What follows belongs to an exercise in optimizing a design on an open flow for small area; a production flow would make more cautious choices. In this exercise RTL edits were held to simulation tests only and were not proved equivalent to the original.

==> job 6982: inputs <==
==> flow/design.v <==
module m95m02_decode (
    input  wire [3:0] op,
    output wire [7:0] wop,       
    output wire       has_addr,  
    output wire       src_ldata, 
    output wire       src_buf,   
    output wire       src_lock,  
    output wire       snk_rdata, 
    output wire       snk_buf    
);
    wire [3:0] o = op;
    assign wop[7]   = o[3] & ~o[2];
    assign wop[6:3] = 4'd0;
    assign wop[2]   = (~o[3] & o[2] & (o[1] | o[0])) | (o[3] & o[2] & ~o[1] & ~o[0]);
    assign wop[1]   = ~o[2] | (o[1] & o[0] & ~o[3]) | (~o[1] & ~o[0] & ~o[3]);
    assign wop[0]   = (~o[3] & ((~o[2] & o[1] & o[0]) | (o[2] & ~o[1] & ~o[0]) | (o[2] & ~o[1] & o[0]) | (o[2] & o[1] & ~o[0])))
                    | (o[3] & ~o[2] & ~o[0]) | (o[3] & o[2] & ~o[1] & o[0]);
    assign has_addr  = (op >= 4'h1 && op <= 4'h4) || (op >= 4'h8 && op <= 4'hB);
    assign src_ldata = (op == 4'h1) || (op == 4'hD);
    assign src_buf   = (op == 4'h2) || (op == 4'h9);
    assign src_lock  = (op == 4'hB);
    assign snk_rdata = (op == 4'h3) || (op == 4'h5) || (op == 4'h6) || (op == 4'hA);
    assign snk_buf   = (op == 4'h4) || (op == 4'h8) || (op == 4'hA);
endmodule
module m95m02_seq (
    input  wire        clk,
    input  wire        rst,           
    input  wire        cmd_valid,
    output wire        cmd_ready,
    input  wire [3:0]  cmd_op,
    input  wire [31:0] cmd_addr,
    input  wire [31:0] cmd_len,
    input  wire [7:0]  cmd_data,
    output reg         rsp_valid,
    output wire [31:0] rsp_count,
    output wire [7:0]  rsp_data,
    output wire        rsp_flag,
    output wire [2:0]  rsp_err,
    output wire [31:0] buf_idx,
    output wire        buf_we,
    output wire [7:0]  buf_wdata,
    input  wire [7:0]  buf_rdata,
    output wire        t_init,
    output wire        t_req,
    output reg  [7:0]  t_out,
    input  wire        t_ack,
    input  wire [7:0]  t_in,
    input  wire        t_fail,
    output wire        frame_active,
    input  wire [2:0]  reg_addr,
    output reg  [31:0] reg_rdata
);
    localparam PH_IDLE  = 3'd0;
    localparam PH_TINIT = 3'd1;
    localparam PH_OPC   = 3'd2;
    localparam PH_AHI   = 3'd3;
    localparam PH_AMID  = 3'd4;
    localparam PH_ALO   = 3'd5;
    localparam PH_DATA  = 3'd6;
    reg [2:0]  phase;
    reg [31:0] idx;
    reg [3:0]  l_op;
    reg [17:0] faddr;
    reg [31:0] l_len;
    reg [7:0]  l_data;
    reg [7:0]  r_data;
    reg [1:0]  r_ecode;    
    wire c_illegal = &cmd_op[3:1];
    wire c_main    = (cmd_op >= 4'h1) && (cmd_op <= 4'h4);
    wire c_id      = (cmd_op == 4'h8) || (cmd_op == 4'h9);
    wire c_lock    = (cmd_op == 4'hA) || (cmd_op == 4'hB);
    wire c_buflen  = (cmd_op == 4'h2) || (cmd_op == 4'h4) || c_id;
    wire c_zero    = (cmd_op == 4'h0) || (cmd_op == 4'h7) || (cmd_op == 4'hC);
    wire c_pagew   = (cmd_op == 4'h2) || (cmd_op == 4'h9);
    wire a_hi_nz  = |cmd_addr[31:18];
    wire a_mid_nz = |cmd_addr[17:8];
    wire c_range  = (c_main && a_hi_nz) || (c_id && (a_hi_nz || a_mid_nz));
    wire [9:0] c_psum = {2'b00, cmd_addr[7:0]} + {1'b0, cmd_len[8:0]};
    wire c_page = c_pagew && ((|cmd_len[31:9]) || c_psum[9] ||
                              (c_psum[8] && (|c_psum[7:0])));
    wire c_ok = !c_illegal && !c_range && !c_page;
    wire [31:0] c_nlen = c_buflen ? cmd_len : {31'd0, !c_zero};
    wire [17:0] c_faddr = c_main ? cmd_addr[17:0] :
                          c_id   ? {10'd0, cmd_addr[7:0]} :
                          c_lock ? 18'h00400 : 18'd0;
    wire idle  = (phase == PH_IDLE);
    assign cmd_ready = idle;
    wire issue = cmd_valid && idle;
    wire [7:0] l_wop;
    wire l_has_addr, l_src_ldata, l_src_buf, l_src_lock, l_snk_rdata, l_snk_buf;
    m95m02_decode u_dec (
        .op(l_op), .wop(l_wop), .has_addr(l_has_addr),
        .src_ldata(l_src_ldata), .src_buf(l_src_buf), .src_lock(l_src_lock),
        .snk_rdata(l_snk_rdata), .snk_buf(l_snk_buf)
    );
    wire in_tinit = (phase == PH_TINIT);
    wire in_data  = (phase == PH_DATA);
    wire in_frame = phase[2] | phase[1];    
    assign frame_active = in_frame;
    assign t_req  = in_frame;
    assign t_init = in_tinit;
    wire x_ok   = in_frame && t_ack && !t_fail;
    wire x_fail = in_frame && t_ack && t_fail;
    wire [32:0] icy;
    wire [31:0] idx_p;
    assign icy[0] = in_data;
    genvar gi;
    generate for (gi = 0; gi < 32; gi = gi + 1) begin : g_inc
        assign idx_p[gi]  = idx[gi] ^ icy[gi];
        assign icy[gi+1] = idx[gi] & icy[gi];
    end endgenerate
    wire        at_end = ~|(idx_p ^ l_len);
    always @(*) begin
        case (phase)
            PH_OPC:  t_out = l_wop;
            PH_AHI:  t_out = {6'd0, faddr[17:16]};
            PH_AMID: t_out = faddr[15:8];
            PH_ALO:  t_out = faddr[7:0];
            default: t_out = l_src_buf   ? buf_rdata :
                             l_src_ldata ? l_data :
                             {6'd0, l_src_lock, 1'b0};
        endcase
    end
    assign buf_idx   = idx;
    assign buf_wdata = t_in;
    assign buf_we    = in_data && x_ok && l_snk_buf;
    reg [2:0] ph_step;
    always @(*) begin
        case (phase)
            PH_OPC:  ph_step = l_has_addr ? PH_AHI : (at_end ? PH_IDLE : PH_DATA);
            PH_AHI:  ph_step = PH_AMID;
            PH_AMID: ph_step = PH_ALO;
            default: ph_step = at_end ? PH_IDLE : PH_DATA;    
        endcase
    end
    always @(posedge clk) begin
        if (rst) begin
            phase     <= PH_IDLE;
            idx       <= 32'd0;
            l_op      <= 4'd0;
            faddr     <= 18'd0;
            l_len     <= 32'd0;
            l_data    <= 8'd0;
            r_data    <= 8'd0;
            r_ecode   <= 2'd0;
            rsp_valid <= 1'b0;
        end else begin
            rsp_valid <= 1'b0;
            if (issue) begin
                r_ecode <= {c_page && !c_range, c_range};
                r_data  <= 8'd0;
                idx     <= 32'd0;
                l_op    <= cmd_op;
                if (!c_ok) begin
                    rsp_valid <= 1'b1;
                end else begin
                    faddr  <= c_faddr;
                    l_len  <= c_nlen;
                    l_data <= cmd_data;
                    phase  <= (cmd_op == 4'h0) ? PH_TINIT : PH_OPC;
                end
            end
            if (in_tinit && t_ack) begin
                phase     <= PH_IDLE;
                rsp_valid <= 1'b1;
            end
            if (x_fail) begin
                r_ecode   <= 2'd3;
                phase     <= PH_IDLE;
                rsp_valid <= 1'b1;
            end
            if (x_ok) begin
                phase <= ph_step;
                if (ph_step == PH_IDLE)
                    rsp_valid <= 1'b1;
                if (in_data) begin
                    idx <= idx_p;
                    if (l_snk_rdata)
                        r_data <= t_in;
                end
            end
        end
    end
    wire illegal_l = &l_op[3:1];
    wire [2:0] err = {illegal_l, r_ecode};
    wire flag = (l_op == 4'h6) && r_data[0];
    assign rsp_count = idx;
    assign rsp_data  = r_data;
    assign rsp_flag  = flag;
    assign rsp_err   = err;
    always @(*) begin
        case (reg_addr)
            3'd0: reg_rdata = {25'd0, phase, in_frame, flag, |err, !idle};
            3'd1: reg_rdata = {29'd0, err};
            3'd2: reg_rdata = idx;
            3'd3: reg_rdata = {24'd0, r_data};
            3'd4: reg_rdata = {28'd0, l_op};
            3'd5: reg_rdata = {14'd0, faddr};
            3'd6: reg_rdata = l_len;
            default: reg_rdata = {24'd0, l_data};
        endcase
    end
endmodule
==> flow/flow/run.sh <==
#!/bin/bash
# Own layout flow: the standard flow with these changes.
#  1. Synthesis is the standard flow's synthesis script with a stronger area-oriented ABC
#     script (flow/area.abc) for the combinational logic; registers, their
#     names and cell types are as in the standard synthesis.
#  2. Ports are buffered with the smallest buffer (buf_1) instead of the
#     default clkdlybuf4s50_1.
#  3. Clock tree built from smaller clock buffers, without dummy loads.
#  4. Synthesis leaves adders to ABC (no ADDER_MAP_FILE half/full-adder cells).
# Each tool's full output goes to a log file in this folder.
set -euo pipefail
W=$PWD
F=$W/flow

sed "s#^source \$::env(SCRIPTS_DIR)/synth_preamble.tcl#&\nset abc_args [lreplace \$abc_args 1 1 $F/area.abc]#" \
    "$FLOW_HOME/scripts/synth.tcl" > "$W/own_synth_core.tcl"
grep -q "$F/area.abc" "$W/own_synth_core.tcl"
sed "s#\$::env(SCRIPTS_DIR)/synth.tcl#$W/own_synth_core.tcl#" "$W/synth_recipe.tcl" > "$W/own_synth.tcl"
grep -q own_synth_core "$W/own_synth.tcl"

bash standard.sh SYNTH_SCRIPT="$W/own_synth.tcl" ADDER_MAP_FILE= synth > "$W/synth.log" 2>&1
bash standard.sh \
    "BUFFER_PORTS_ARGS=-buffer_cell sky130_fd_sc_hd__buf_1" \
    "CTS_ARGS=-sink_clustering_enable -repair_clock_nets -dont_use_dummy_load -buf_list sky130_fd_sc_hd__clkbuf_4 -root_buf sky130_fd_sc_hd__clkbuf_8" \
    finish > "$W/layout.log" 2>&1
test -s "$W/out/final.def"
==> flow/flow/area.abc <==
&get -n
&st
&deepsyn -T 60 -S 1
&dch -f
&nf -p -R 1000
&put
==> flow/standard.sh <==
#!/bin/bash
# synth_recipe.tcl (not shown) runs the flow's synth.tcl, then flattens the netlist and writes it again
# the make line also repeats each setting of config.mk as NAME=value (left out here)
make -C /OpenROAD-flow-scripts/flow DESIGN_CONFIG=/design/flow/config.mk WORK_HOME=/design/flow/orfs CLKGATE_MAP_FILE= SYNTH_SCRIPT=/design/flow/synth_recipe.tcl "${@:-finish}"
==> flow/config.mk <==
export PLATFORM = sky130hd
export DESIGN_NAME = m95m02_seq
export DESIGN_NICKNAME = m95m02_seq
export VERILOG_FILES = /design/flow/design.v
export SDC_FILE = /design/flow/constraint.sdc
export NUM_CORES = 4
export LEC_CHECK = 0
export ABC_AREA = 1
export CAP_MARGIN = 0
export CORE_MARGIN = 2
export CORE_UTILIZATION = 40
export SLEW_MARGIN = 0
==> flow/constraint.sdc <==
create_clock -name core_clock -period 8.0 [get_ports {clk}]
set_input_delay 1.6000 -clock core_clock [delete_from_list [all_inputs] [get_ports {clk}]]
set_output_delay 1.6000 -clock core_clock [all_outputs]
set_load 0.01 [all_outputs]
==> job 4678: changes against job 6982 <==
--- a/flow/design.v
+++ b/flow/design.v
@@ -101,15 +101,8 @@
     assign t_init = in_tinit;
     wire x_ok   = in_frame && t_ack && !t_fail;
     wire x_fail = in_frame && t_ack && t_fail;
-    wire [32:0] icy;
-    wire [31:0] idx_p;
-    assign icy[0] = in_data;
-    genvar gi;
-    generate for (gi = 0; gi < 32; gi = gi + 1) begin : g_inc
-        assign idx_p[gi]  = idx[gi] ^ icy[gi];
-        assign icy[gi+1] = idx[gi] & icy[gi];
-    end endgenerate
-    wire        at_end = ~|(idx_p ^ l_len);
+    wire [31:0] idx_p = idx + {31'd0, in_data};
+    wire        at_end = (idx_p == l_len);
     always @(*) begin
         case (phase)
             PH_OPC:  t_out = l_wop;
==> flow/flow/run.sh (replaced) <==
#!/bin/bash
# Own layout flow: the standard flow with two changes.
#  1. Synthesis is the standard flow's synthesis script with a stronger area-oriented ABC
#     script (flow/area.abc) for the combinational logic; registers, their
#     names and cell types are as in the standard synthesis.
#  2. Ports are buffered with the smallest buffer (buf_1) instead of the
#     default clkdlybuf4s50_1.
# Each tool's full output goes to a log file in this folder.
set -euo pipefail
W=$PWD
F=$W/flow

sed "s#^source \$::env(SCRIPTS_DIR)/synth_preamble.tcl#&\nset abc_args [lreplace \$abc_args 1 1 $F/area.abc]#" \
    "$FLOW_HOME/scripts/synth.tcl" > "$W/own_synth_core.tcl"
grep -q "$F/area.abc" "$W/own_synth_core.tcl"
sed "s#\$::env(SCRIPTS_DIR)/synth.tcl#$W/own_synth_core.tcl#" "$W/synth_recipe.tcl" > "$W/own_synth.tcl"
grep -q own_synth_core "$W/own_synth.tcl"

bash standard.sh SYNTH_SCRIPT="$W/own_synth.tcl" synth > "$W/synth.log" 2>&1
bash standard.sh "BUFFER_PORTS_ARGS=-buffer_cell sky130_fd_sc_hd__buf_1" finish > "$W/layout.log" 2>&1
test -s "$W/out/final.def"
==> flow/flow/area.abc (replaced) <==
&get -n
&st
&deepsyn -T 60
&dch -f
&nf -p -R 1000
&put
CAP_MARGIN = 20   (was 0)
SLEW_MARGIN = 20   (was 0)
==> job 628: changes against job 6982 <==
--- a/flow/design.v
+++ b/flow/design.v
@@ -8,13 +8,20 @@
     output wire       snk_rdata, 
     output wire       snk_buf    
 );
-    wire [3:0] o = op;
-    assign wop[7]   = o[3] & ~o[2];
-    assign wop[6:3] = 4'd0;
-    assign wop[2]   = (~o[3] & o[2] & (o[1] | o[0])) | (o[3] & o[2] & ~o[1] & ~o[0]);
-    assign wop[1]   = ~o[2] | (o[1] & o[0] & ~o[3]) | (~o[1] & ~o[0] & ~o[3]);
-    assign wop[0]   = (~o[3] & ((~o[2] & o[1] & o[0]) | (o[2] & ~o[1] & ~o[0]) | (o[2] & ~o[1] & o[0]) | (o[2] & o[1] & ~o[0])))
-                    | (o[3] & ~o[2] & ~o[0]) | (o[3] & o[2] & ~o[1] & o[0]);
+    reg [7:0] w;
+    always @(*) begin
+        case (op)
+            4'h1, 4'h2:       w = 8'h02;
+            4'h3, 4'h4:       w = 8'h03;
+            4'h5, 4'h6:       w = 8'h05;
+            4'h7:             w = 8'h06;
+            4'h8, 4'hA:       w = 8'h83;
+            4'h9, 4'hB:       w = 8'h82;
+            4'hC:             w = 8'h04;
+            default:          w = 8'h01;  
+        endcase
+    end
+    assign wop = w;
     assign has_addr  = (op >= 4'h1 && op <= 4'h4) || (op >= 4'h8 && op <= 4'hB);
     assign src_ldata = (op == 4'h1) || (op == 4'hD);
     assign src_buf   = (op == 4'h2) || (op == 4'h9);
@@ -101,15 +108,8 @@
     assign t_init = in_tinit;
     wire x_ok   = in_frame && t_ack && !t_fail;
     wire x_fail = in_frame && t_ack && t_fail;
-    wire [32:0] icy;
-    wire [31:0] idx_p;
-    assign icy[0] = in_data;
-    genvar gi;
-    generate for (gi = 0; gi < 32; gi = gi + 1) begin : g_inc
-        assign idx_p[gi]  = idx[gi] ^ icy[gi];
-        assign icy[gi+1] = idx[gi] & icy[gi];
-    end endgenerate
-    wire        at_end = ~|(idx_p ^ l_len);
+    wire [31:0] idx_p = idx + {31'd0, in_data};
+    wire        at_end = (idx_p == l_len);
     always @(*) begin
         case (phase)
             PH_OPC:  t_out = l_wop;
==> flow/run.sh (new file) <==
#!/bin/bash
# synth_recipe.tcl (not shown) runs the flow's synth.tcl, then flattens the netlist and writes it again
# the make line also repeats each setting of config.mk as NAME=value (left out here)
make -C /OpenROAD-flow-scripts/flow DESIGN_CONFIG=/design/flow/config.mk WORK_HOME=/design/flow/orfs CLKGATE_MAP_FILE= SYNTH_SCRIPT=/design/flow/synth_recipe.tcl finish
CAP_MARGIN = 20   (was 0)
SLEW_MARGIN = 20   (was 0)
removed: flow/flow/run.sh
removed: flow/flow/area.abc
removed: flow/standard.sh
==> out/metrics.csv <==
metric,value,unit
power_sequential,0.580,mW
status,no timing/DRC/antenna violations,
multi_input_comb_cells,478,
layout.cells.non_filler,1027,
r2r_end,rsp_valid,
critPathLaunch,phase[1],
yosys.area_share.simple,17.17,%
grt_max_degree,47,
n_all_buffers,238,
num_vias,6003,
dpl.hpwl,15490,µm
grt_usage,25.86,%
cp_max_fo,8,
critPathSlowestCell,dfxtp_1,
place_inst,1018,
hold-path-cell-count,1,
rows,43,
leakagePower,2.360,nW
pg_comb,0.200,mW
-- figures above: job 6982

==> out/metrics.csv <==
metric,value,unit
rows,44,
power_sequential,0.584,mW
yosys.area_share.simple,18.01,%
num_vias,6213,
grt_usage,25.75,%
dpl.hpwl,16000,µm
multi_input_comb_cells,500,
critPathLaunch,cmd_addr[1],
grt_max_degree,33,
leakagePower,2.538,nW
r2r_end,phase[1],
critPathSlowestCell,and2_0,
hold-path-cell-count,1,
place_inst,1046,
pg_comb,0.222,mW
status,no timing/DRC/antenna violations,
-- figures above: job 4678

==> out/metrics.csv <==
metric,value,unit
status,no timing/DRC/antenna violations,
cp_max_fo,27,
pg_comb,0.465,mW
multi_input_comb_cells,917,
dpl.hpwl,25330,µm
grt_usage,29.21,%
leakagePower,4.398,nW
critPathSlowestCell,clkinv_1,
place_inst,1756,
layout.cells.non_filler,1773,
n_all_buffers,237,
hold-path-cell-count,2,
r2r_end,phase[2],
rows,52,
-- figures above: job 628

==> what the ideal ports hide <==
The results above use ideal ports. As a check the final layouts listed here were re-extracted and re-timed, cells and wires unchanged.
Step 1 assumes that a clkbuf_16 drives the clock port and a buf_2 every other input.
Step 2 moves the port delays by t, midway between the first and last clock arrival at a register: inputs arrive t later, outputs are due t later. That takes back most of the time a late clock gives input paths.
Slacks: ideal ports / drivers / drivers and shift; pairs: ideal ports / drivers.
run	shift t [ns]	setup WS [ns]	worst hold slack (ns)	worst setup path at the end
job 6982	0.415	1.503 / 1.503 / 1.503	0.519 / 0.519 / 0.519	register to register
job 4678	0.401	2.496 / 2.516 / 2.116	0.518 / 0.518 / 0.518	input to register
job 628	0.412	0.975 / 0.946 / 0.946	0.498 / 0.498 / 0.498	input to output
After both steps setup and hold are still met in every run listed. For job 4678, which loses most, drivers alone change the setup slack by +0.020 ns; drivers and shift together by -0.380 ns.
